This is an optimization exercise on Yosys and OpenROAD, whose aim is small area, not a production implementation. Function was checked by simulation only, so behaviour that the tests miss may differ from the original. Power and IR drop assume default switching activity.

Design flicker_core, start of the top module:
module flicker_core (
    input  wire        clk,
    input  wire        rst,           
    input  wire        test_mode,     
    input  wire        ovf,           
    input  wire [31:0] seed_rdata,
    output wire        seed_we,
    output wire [31:0] seed_wdata,
    input  wire        bus_req,
    input  wire        bus_we,
    input  wire [5:0]  bus_addr,
    input  wire [1:0]  bus_size,      
    input  wire [31:0] bus_wdata,
    output reg         bus_ack,
    output wire        bus_err,
    output wire [31:0] bus_rdata,
    output wire [7:0]  duty,
    output reg         duty_we
);
For scale: roughly 910 cells after synthesis, about 150 I/O pins, about 0.0091 sq mm of cells after synthesis.
==> flow/config.mk <==
export PLATFORM = sky130hd
export DESIGN_NAME = flicker_core
export DESIGN_NICKNAME = flicker_core
export VERILOG_FILES = /design/flow/design.v
export SDC_FILE = /design/flow/constraint.sdc
export NUM_CORES = 4
export LEC_CHECK = 0
export CAP_MARGIN = 20
export CORE_MARGIN = 2
export CORE_UTILIZATION = 40
export SLEW_MARGIN = 20
==> flow/constraint.sdc <==
create_clock -name core_clock -period 20.0 [get_ports {clk}]
set_input_delay 4.0000 -clock core_clock [delete_from_list [all_inputs] [get_ports {clk}]]
set_output_delay 4.0000 -clock core_clock [all_outputs]
set_load 0.01 [all_outputs]
standard.sh (not shown) runs the stock make flow with config.mk's settings and CLKGATE_MAP_FILE= SYNTH_SCRIPT=/design/flow/synth_recipe.tcl, a recipe that flattens the netlist after the stock synthesis.
==> flow/flow/run.sh <==
#!/bin/bash
# ORFS layout with three changes, each tool's output in a log here:
#  - synthesis maps all logic, adders included, with an area-oriented ABC
#    script (flow/abc_area.script) instead of pre-mapping adder cells;
#    the registers are those of the standard synthesis (dfflibmap runs before ABC);
#  - every port still gets a buffer, of the smallest drive (buf_1);
#  - the clock tree uses small clock buffers and no dummy loads.
set -uo pipefail
HERE=$(pwd)
rm -rf scripts_mod
cp -r "$FLOW_HOME/scripts" scripts_mod
cp flow/abc_area.script scripts_mod/abc_area.script
export BUFFER_PORTS_ARGS="-buffer_cell sky130_fd_sc_hd__buf_1"
export CTS_ARGS="-sink_clustering_enable -repair_clock_nets -dont_use_dummy_load -buf_list sky130_fd_sc_hd__clkbuf_2"
bash standard.sh SCRIPTS_DIR="$HERE/scripts_mod" ABC_AREA=1 ADDER_MAP_FILE= finish > standard_flow.log 2>&1
status=$?
rm -rf scripts_mod
exit $status
==> flow/flow/abc_area.script <==
strash
&get -n
&deepsyn -I 3 -T 150
&put
&get -n
&dch -f
&nf -R 1000 -p -a
&put
Rerun with:
--- a/flow/design.v
+++ b/flow/design.v
@@ -20,34 +20,35 @@
 endmodule
 module flicker_core (
     input  wire        clk,
     input  wire        rst,           
     input  wire        test_mode,     
     input  wire        ovf,           
     input  wire [31:0] seed_rdata,
-    output wire        seed_we,
+    output reg         seed_we,
     output wire [31:0] seed_wdata,
     input  wire        bus_req,
     input  wire        bus_we,
     input  wire [5:0]  bus_addr,
     input  wire [1:0]  bus_size,      
     input  wire [31:0] bus_wdata,
     output reg         bus_ack,
-    output wire        bus_err,
+    output reg         bus_err,
     output wire [31:0] bus_rdata,
     output wire [7:0]  duty,
     output reg         duty_we
 );
     localparam [31:0] POLY = 32'hA3AC183C;
     localparam [3:0] S_IDLE = 4'd0, S_INIT = 4'd1, S_SWAP = 4'd2, S_ARGW = 4'd3,
                      S_STEP = 4'd4, S_RESW = 4'd5, S_FB   = 4'd6, S_FC   = 4'd7,
-                     S_MAP  = 4'd8, S_COPY = 4'd9, S_SWB  = 4'd10, S_BOOT = 4'd11;
+                     S_MAP  = 4'd8, S_COPY = 4'd9, S_SWB  = 4'd10;
     localparam [2:0] O_NONE = 3'd0, O_DRAW = 3'd1, O_NORMAL = 3'd2, O_FILTER = 3'd3,
                      O_UPDATE = 3'd4, O_RUN = 3'd5, O_MAP = 3'd6, O_TAKE = 3'd7;
     reg  [4:0]  ph;
+    reg         boot;
     reg         mode_test;
     reg  [3:0]  slot;
     reg  [2:0]  opc;           
     reg  [31:0] lfsr;
     reg  [31:0] arg, z1, z2, seedw;
     reg  [15:0] res;           
     reg  [7:0]  duty_q;
@@ -62,25 +63,23 @@
     reg  [2:0]  ycy;           
     reg  [2:0]  acy, bcy;      
     reg         ysgn;          
     reg         z2sgn;         
     reg  [2:0]  yd;            
     assign duty = duty_q;
     wire last = (ph == 5'd31);
-    wire idle = (slot == S_IDLE);
-    wire boot = (slot == S_BOOT);    
+    wire idle = (slot == S_IDLE) && !boot;
     wire [32:0] sc;
     assign sc[0] = 1'b1;
     genvar gi;
     generate for (gi = 0; gi < 32; gi = gi + 1) begin : g_inc
         assign sc[gi+1] = sc[gi] & seed_rdata[gi];
     end endgenerate
     wire [31:0] s0 = (seed_rdata ^ sc[31:0]) | {31'd0, sc[32]};
     assign seed_wdata = lfsr;    
-    assign seed_we    = (slot == S_INIT) && (ph == 5'd0);
     wire       bus_legal = (bus_size == 2'd2) && (bus_addr[1:0] == 2'b00);
     wire [3:0] word      = bus_addr[5:2];
     wire [3:0] cmd_op    = bus_wdata[15:12];
     wire [3:0] cmd_n     = bus_wdata[11:8];
     wire [7:0] cmd_imm   = bus_wdata[7:0];
     reg  [2:0] cmd_cause;
     always @(*) begin
@@ -181,19 +180,17 @@
             4'hA:    small_v = 8'h10;
             4'hB:    small_v = 8'h40;
             default: small_v = 8'd0;
         endcase
     end
     wire cfg0 = (word == 4'hA);
     wire show = (slot == S_SWB);
-    assign bus_err = bus_ack && !bus_legal;
     wire show_res = show && (opc == 3'd2);
-    wire show_sw  = show && (opc != 3'd2);
-    assign bus_rdata = ({32{show_sw}} & seedw) |
-                       ({32{show_res}} & {{16{res[15]}}, res}) |
+    assign bus_rdata = show_res ? {{16{res[15]}}, res} :
+                       show ? seedw :
                        {9'd0, cfg0, 1'b0, cfg0, 1'b0, cfg0, 10'd0, small_v};
     reg resw_b;
     always @(*) begin
         case (opc)
             O_NORMAL: resw_b = xcalc;
             O_TAKE:   resw_b = (ph == 5'd0) && tick;
             default:  resw_b = (ph < 5'd8) && ac[ph[2:0]];
@@ -245,39 +242,46 @@
         else if (slot == S_MAP && ph == 5'd0) ysgn <= neg_c;
         if (ph == 5'd0) z2sgn <= (slot == S_MAP) ? over_c : z2[31];
         yd    <= {yd[1:0], z1[0]};
     end
     always @(posedge clk) begin
         if (rst) begin
             ph        <= 5'd31;
+            boot      <= 1'b1;
             mode_test <= test_mode;
-            slot      <= S_BOOT;
+            slot      <= S_IDLE;
             opc       <= O_NONE;
             tick      <= 1'b0;
             cnt       <= 4'd0;
             err       <= 1'b0;
             cause     <= 3'd0;
             bus_ack   <= 1'b0;
+            bus_err   <= 1'b0;
             duty_we   <= 1'b0;
+            seed_we   <= 1'b0;
         end else begin
+            seed_we <= boot;
             ph      <= ph + 5'd1;
             bus_ack <= 1'b0;
+            bus_err <= 1'b0;
             duty_we <= 1'b0;
-            if (boot)
+            if (boot) begin
+                boot <= 1'b0;
                 slot <= S_INIT;      
+            end
             if (ovf_ev)
                 cnt <= cnt - 4'd1;
             if (ovf_ev && expire)
                 tick <= 1'b1;
             else if (run_go || take_clr)
                 tick <= 1'b0;
             if (acc_imm) begin
                 bus_ack <= 1'b1;
                 if (!bus_legal)
-                    ;    
+                    bus_err <= 1'b1;
                 else if (is_cmd && cmd_cause != 3'd0) begin
                     err   <= 1'b1;
                     cause <= cmd_cause;
                 end else if (bus_we && word == 4'h3 && bus_wdata[3]) begin
                     err   <= 1'b0;
                     cause <= 3'd0;
                 end
Outcome:
- synthesized area stays flat
- total power shrinks by 8.2%
- final area stays flat
- count of clock-buffer cells in the layout does not change
- setup slack gets better by 130 ps
- first-iteration DRC count shrinks by 0.57%

==> separate check: timing with driven ports <==
The results above use ideal ports. As a check the final layouts listed here were re-extracted and re-timed, cells and wires unchanged.
Step 1 sets driving cells, clkbuf_16 on the clock port and buf_2 on the other inputs (assumed; they add their load-dependent delay and slew).
Step 2 also shifts input and output timing later by t, the mid clock arrival at the registers, as if the neighbouring blocks saw the same clock.
a / b / c = ideal / step 1 / step 2; a / b = the first two.
run	shift t [ns]	setup WS [ns]	hold slack, ns	worst setup path at the end	pins driven straight from the clock port
the first run	0.785	10.402 / 10.381 / 10.381	0.270 / 0.270 / 0.270	input to output	1
the second run	0.787	10.528 / 10.505 / 10.505	0.311 / 0.311 / 0.311	input to output	1
After both steps every run listed still meets setup and hold. The setup slack of the second run, which loses most, moves by -0.023 ns with the drivers and by -0.023 ns with both steps.
